This is an optimization exercise on Yosys and OpenROAD, whose aim is small area, a short achievable clock period and few clock cycles per item, not a production implementation.
At most, simulation tests tie the RTL to the original design; equivalence was not proved.
No activity file was given, so power comes from the tool's default toggle rates.

## run A
==> flow/design.v (excerpt) <==
module lora_tx_encoder (
    input  wire        clk,
    input  wire        rst,           
    input  wire        start,
    input  wire [3:0]  cfg_sf,        
    input  wire [3:0]  cfg_ppm,       
    input  wire [2:0]  cfg_rdd,       
    input  wire        cfg_explicit,  
    input  wire        nib_valid,
    output wire        nib_ready,
    input  wire [3:0]  nib_data,
    output wire        sym_valid,
    input  wire        sym_ready,
    output wire [15:0] sym_data
);
    localparam [63:0] SEED_N = 64'hE85C2EFFFFFFFFFF;
    localparam [63:0] SEED_1 = 64'hF8ECFEEFEFEFEFEF;
    reg  [2:0]  sh;                   
    reg  [3:0]  wsel;                 
    reg  [3:0]  pm1;                  
    reg  [2:0]  bw1;                  
    reg         rdd1;                 
    reg         expl;
    reg  [11:0] bp [0:7];             
    reg  [3:0]  j;                    
    reg         b_hdr;                
    reg         b_hdr_out;            
    reg         b_full;
    reg         reseed;               
    reg  [2:0]  skip;                 
    reg         fresh;                
    reg         nr;                   
    reg  [63:0] s;
    reg         widx;
    reg  [11:0] ap [0:7];             
    reg  [2:0]  k;                    
    reg         a_full;
    wire [3:0] d   = nib_data;
    wire       plain = b_hdr && expl && (j < 4'd5);
    wire [7:0] skey = fresh ? SEED_N[39:32] : (widx ? s[7:0] : s[39:32]);
    wire [7:0] key = skey & {8{!plain}};
    wire       b4  = d[0] ^ d[1] ^ d[2] ^ (d[3] & !b_hdr & rdd1);
    wire [7:0] cw  = {d[0] ^ d[2] ^ d[3], d[0] ^ d[1] ^ d[3], d[1] ^ d[2] ^ d[3], b4, d} ^ key;
    wire       accept = nib_valid && nr;
    wire       b_last = (j == pm1);
    assign nib_ready = nr;
    wire       a_last = (k == 3'd0);
    wire       sel_b  = !a_full || a_last;      
    wire       a_en   = a_full ? sym_ready : b_full;
  ...
Size in the first run: about 290 flip-flops, ~39 I/O pins, roughly 13,000 sq um of cells after synthesis.
==> module lora_tx_encoder, before the edit <==
module lora_tx_encoder (
    input  wire        clk,
    input  wire        rst,           
    input  wire        start,
    input  wire [3:0]  cfg_sf,        
    input  wire [3:0]  cfg_ppm,       
    input  wire [2:0]  cfg_rdd,       
    input  wire        cfg_explicit,  
    input  wire        nib_valid,
    output wire        nib_ready,
    input  wire [3:0]  nib_data,
    output wire        sym_valid,
    input  wire        sym_ready,
    output wire [15:0] sym_data
);
    localparam [63:0] SEED_N = 64'hE85C2EFFFFFFFFFF;
    localparam [63:0] SEED_1 = 64'hF8ECFEEFEFEFEFEF;
    reg  [2:0]  sh;                   
    reg  [3:0]  wsel;                 
    reg  [3:0]  pm1;                  
    reg  [2:0]  bw1;                  
    reg         rdd1;                 
    reg         expl;
    reg  [11:0] bp [0:7];             
    reg  [3:0]  j;                    
    reg         b_hdr;                
    reg         b_hdr_out;            
    reg         b_full;
    reg         reseed;               
    reg  [2:0]  skip;                 
    reg         fresh;                
    reg         nr;                   
    reg  [63:0] s;
    reg         widx;
    reg  [11:0] ap [0:7];             
    reg  [2:0]  k;                    
    reg         a_full;
    wire [3:0] d   = nib_data;
    wire       plain = b_hdr && expl && (j < 4'd5);
    wire [7:0] skey = fresh ? SEED_N[39:32] : (widx ? s[7:0] : s[39:32]);
    wire [7:0] key = skey & {8{!plain}};
    wire       b4  = d[0] ^ d[1] ^ d[2] ^ (d[3] & !b_hdr & rdd1);
    wire [7:0] cw  = {d[0] ^ d[2] ^ d[3], d[0] ^ d[1] ^ d[3], d[1] ^ d[2] ^ d[3], b4, d} ^ key;
    wire       accept = nib_valid && nr;
    wire       b_last = (j == pm1);
    assign nib_ready = nr;
    wire       a_last = (k == 3'd0);
    wire       sel_b  = !a_full || a_last;      
    wire       a_en   = a_full ? sym_ready : b_full;
    wire       xfer   = b_full && (!a_full || (a_last && sym_ready));
    reg [11:0] anext [0:6];
    integer p;
    always @* begin
        for (p = 0; p < 7; p = p + 1)
            anext[p] = sel_b ? bp[p] : {ap[p+1][wsel], ap[p+1][11:1]};
    end
    reg [11:0] g;
    integer q;
    always @* begin
        g[11] = anext[0][11];
        for (q = 10; q >= 0; q = q - 1)
            g[q] = g[q+1] ^ anext[0][q];
        for (q = 0; q < 12; q = q + 1)
            if (q < wsel) g[q] = 1'b0;
    end
    wire [11:0] sym_n = g >> sh;
    assign sym_valid = a_full;
    assign sym_data  = {4'd0, ap[0]};
    wire       a_full_n = xfer || (a_full && !(a_last && sym_ready));
    wire       b_full_n = (accept && b_last) || (b_full && !xfer);
    wire       reseed_n = accept && b_last && b_hdr && rdd1;
    wire [2:0] skip_n   = reseed ? nskip[3:1] : (skip != 3'd0) ? skip - 3'd1 : 3'd0;
    wire [3:0] nskip    = pm1 + 4'd1 - (expl ? 4'd5 : 4'd0);    
    wire [3:0] ppm_in   = (cfg_ppm == 4'd0) ? cfg_sf : cfg_ppm;
    function [63:0] step(input [63:0] r);
        step = {r[39:32] ^ r[31:24] ^ r[23:16] ^ r[7:0], r[63:8]};
    endfunction
    integer i;
    always @(posedge clk) begin
        if (accept)
            for (i = 0; i < 8; i = i + 1)
                bp[i] <= {cw[i], bp[i][11:1]};
        if (a_en) begin
            ap[0] <= sym_n;
            for (i = 1; i < 7; i = i + 1)
                ap[i] <= anext[i];
            ap[7] <= bp[7];
            k <= sel_b ? (b_hdr_out ? 3'd7 : bw1) : k - 3'd1;
        end
        if (fresh)
            s <= SEED_N;
        else if (reseed)
            s <= SEED_1;
        else if (skip != 3'd0 || (accept && !plain && widx))
            s <= step(s);
        if (rst) begin
            a_full <= 1'b0;
            b_full <= 1'b0;
            reseed <= 1'b0;
            skip   <= 3'd0;
            fresh  <= 1'b0;
            nr     <= 1'b0;
        end else if (start) begin
            sh     <= 3'd4 - cfg_sf[2:0];       
            wsel   <= 4'd12 - ppm_in;
            pm1    <= ppm_in - 4'd1;
            bw1    <= 3'd3 + cfg_rdd;
            rdd1   <= (cfg_rdd == 3'd1);
            expl   <= cfg_explicit;
            a_full <= 1'b0;
            b_full <= 1'b0;
            reseed <= 1'b0;
            skip   <= 3'd0;
            fresh  <= 1'b1;
            nr     <= 1'b1;
            b_hdr  <= 1'b1;
            b_hdr_out <= 1'b1;
            j      <= 4'd0;
            widx   <= 1'b0;
        end else begin
            fresh  <= 1'b0;
            a_full <= a_full_n;
            b_full <= b_full_n;
            reseed <= reseed_n;
            skip   <= skip_n;
            nr     <= (!b_full_n || !a_full_n) && !reseed_n && (skip_n == 3'd0);
            if (xfer)
                b_hdr_out <= 1'b0;
            if (accept) begin
                if (!plain)
                    widx <= ~widx;
                if (b_last) begin
                    j     <= 4'd0;
                    b_hdr <= 1'b0;
                end else begin
                    j <= j + 4'd1;
                end
            end
            if (reseed)
                widx <= nskip[0];
        end
    end
endmodule
Settings: LEC_CHECK=0, CAP_MARGIN=20, CORE_MARGIN=2, CORE_UTILIZATION=40, SLEW_MARGIN=20; clock period 14.0 ns.
standard.sh (not shown) runs the stock make flow with config.mk's settings and CLKGATE_MAP_FILE= SYNTH_SCRIPT=/design/flow/synth_recipe.tcl, a recipe that flattens the netlist after the stock synthesis.
==> flow/flow/run.sh <==
#!/bin/bash
# Standard layout, with repair_timing asked to leave extra setup slack so that
# the achieved period (clock period less setup slack) comes out short.
set -euo pipefail
bash standard.sh SETUP_SLACK_MARGIN=10 ABC_AREA=1 'BUFFER_PORTS_ARGS=-buffer_cell sky130_fd_sc_hd__buf_2' CTS_CLUSTER_SIZE=24 CTS_CLUSTER_DIAMETER=120 finish > make.log 2>&1
Run A has completed all stages; timing, DRC and antenna checks passed.
Testbench counts of run A, summed over its fixed seeds: cycles 7,660, symbols 5,535.
Changes in run B relative to run A:
diff --git a/flow/design.v b/flow/design.v
--- a/flow/design.v
+++ b/flow/design.v
@@ -15,10 +15,9 @@
 );
     localparam [63:0] SEED_N = 64'hE85C2EFFFFFFFFFF;
     localparam [63:0] SEED_1 = 64'hF8ECFEEFEFEFEFEF;
     reg  [2:0]  sh;                   
-    reg  [3:0]  wsel;                 
-    reg  [3:0]  pm1;                  
+    reg  [3:0]  ppm;
     reg  [2:0]  bw1;                  
     reg         rdd1;                 
     reg         expl;
     reg  [11:0] bp [0:7];             
@@ -35,20 +34,21 @@
     reg  [11:0] ap [0:7];             
     reg  [2:0]  k;                    
     reg         a_full;
     wire [3:0] d   = nib_data;
-    wire       plain = b_hdr && expl && (j < 4'd5);
+    wire       plain = b_hdr && expl && (j < 4'd6);
     wire [7:0] skey = fresh ? SEED_N[39:32] : (widx ? s[7:0] : s[39:32]);
     wire [7:0] key = skey & {8{!plain}};
     wire       b4  = d[0] ^ d[1] ^ d[2] ^ (d[3] & !b_hdr & rdd1);
     wire [7:0] cw  = {d[0] ^ d[2] ^ d[3], d[0] ^ d[1] ^ d[3], d[1] ^ d[2] ^ d[3], b4, d} ^ key;
     wire       accept = nib_valid && nr;
-    wire       b_last = (j == pm1);
+    wire       b_last = (j == ppm);
     assign nib_ready = nr;
     wire       a_last = (k == 3'd0);
     wire       sel_b  = !a_full || a_last;      
     wire       a_en   = a_full ? sym_ready : b_full;
     wire       xfer   = b_full && (!a_full || (a_last && sym_ready));
+    wire [3:0] wsel = 4'd12 - ppm;              
     reg [11:0] anext [0:6];
     integer p;
     always @* begin
         for (p = 0; p < 7; p = p + 1)
@@ -69,9 +69,9 @@
     wire       a_full_n = xfer || (a_full && !(a_last && sym_ready));
     wire       b_full_n = (accept && b_last) || (b_full && !xfer);
     wire       reseed_n = accept && b_last && b_hdr && rdd1;
     wire [2:0] skip_n   = reseed ? nskip[3:1] : (skip != 3'd0) ? skip - 3'd1 : 3'd0;
-    wire [3:0] nskip    = pm1 + 4'd1 - (expl ? 4'd5 : 4'd0);    
+    wire [3:0] nskip    = ppm - (expl ? 4'd5 : 4'd0);    
     wire [3:0] ppm_in   = (cfg_ppm == 4'd0) ? cfg_sf : cfg_ppm;
     function [63:0] step(input [63:0] r);
         step = {r[39:32] ^ r[31:24] ^ r[23:16] ^ r[7:0], r[63:8]};
     endfunction
@@ -101,10 +101,9 @@
             fresh  <= 1'b0;
             nr     <= 1'b0;
         end else if (start) begin
             sh     <= 3'd4 - cfg_sf[2:0];       
-            wsel   <= 4'd12 - ppm_in;
-            pm1    <= ppm_in - 4'd1;
+            ppm    <= ppm_in;
             bw1    <= 3'd3 + cfg_rdd;
             rdd1   <= (cfg_rdd == 3'd1);
             expl   <= cfg_explicit;
             a_full <= 1'b0;
@@ -114,9 +113,9 @@
             fresh  <= 1'b1;
             nr     <= 1'b1;
             b_hdr  <= 1'b1;
             b_hdr_out <= 1'b1;
-            j      <= 4'd0;
+            j      <= 4'd1;
             widx   <= 1'b0;
         end else begin
             fresh  <= 1'b0;
             a_full <= a_full_n;
@@ -129,9 +128,9 @@
             if (accept) begin
                 if (!plain)
                     widx <= ~widx;
                 if (b_last) begin
-                    j     <= 4'd0;
+                    j     <= 4'd1;
                     b_hdr <= 1'b0;
                 end else begin
                     j <= j + 4'd1;
                 end
Findings:
Run A has a higher register-to-register slack than run B. Compared with run A, run B shows non-clock buffer count that has gone up by more than a quarter. In the reports for run B and run A, the smaller flop and latch count out of synthesis belongs to run B. Wire: run B routes more than run A. Post-detailed-route wirelength per cell went up by a few percent going from run A to run B. The higher vertical die dimension came out of run A. Going from run A to run B, the pin slew with the least headroom to its limit was found to have gone up by 230 ps. Relative to run A, register share of the cell area decreased by 2.1 points in run B. Largest fanout of any net on the critical path sits higher in run B than in run A. The proportion of power drawn by flip-flops and latches was comparable across run B and run A. Any difference in worst hold slack between run B and run A is small enough to ignore.
Only the layout flow was run in run B; the RTL was not checked for function there.

-- port drivers added, routing unchanged --
No port has a modelled driver above. Below, the same layouts with a new extraction and two added sets of constraints.
Step 1 sets driving cells, clkbuf_16 on the clock port and buf_2 on the other inputs (assumed; they add their load-dependent delay and slew).
Step 2 also shifts input and output timing later by t, the mid clock arrival at the registers, as if the neighbouring blocks saw the same clock.
Three values: ideal, step 1, step 2; two values: the first two.
run	t (ns)	setup WS [ns]	worst hold slack (ns)	slew at the worst register clock pin (ns)	cell pins on the clock port's net
run A	0.541	10.104 / 10.052 / 9.648	0.434 / 0.434 / 0.434	0.10 / 0.10	1
run B	0.526	10.049 / 10.069 / 9.543	0.435 / 0.435 / 0.435	0.10 / 0.10	1
After both steps every run listed still meets setup and hold. For run B, which loses most, drivers alone change the setup slack by +0.020 ns; drivers and shift together by -0.506 ns.
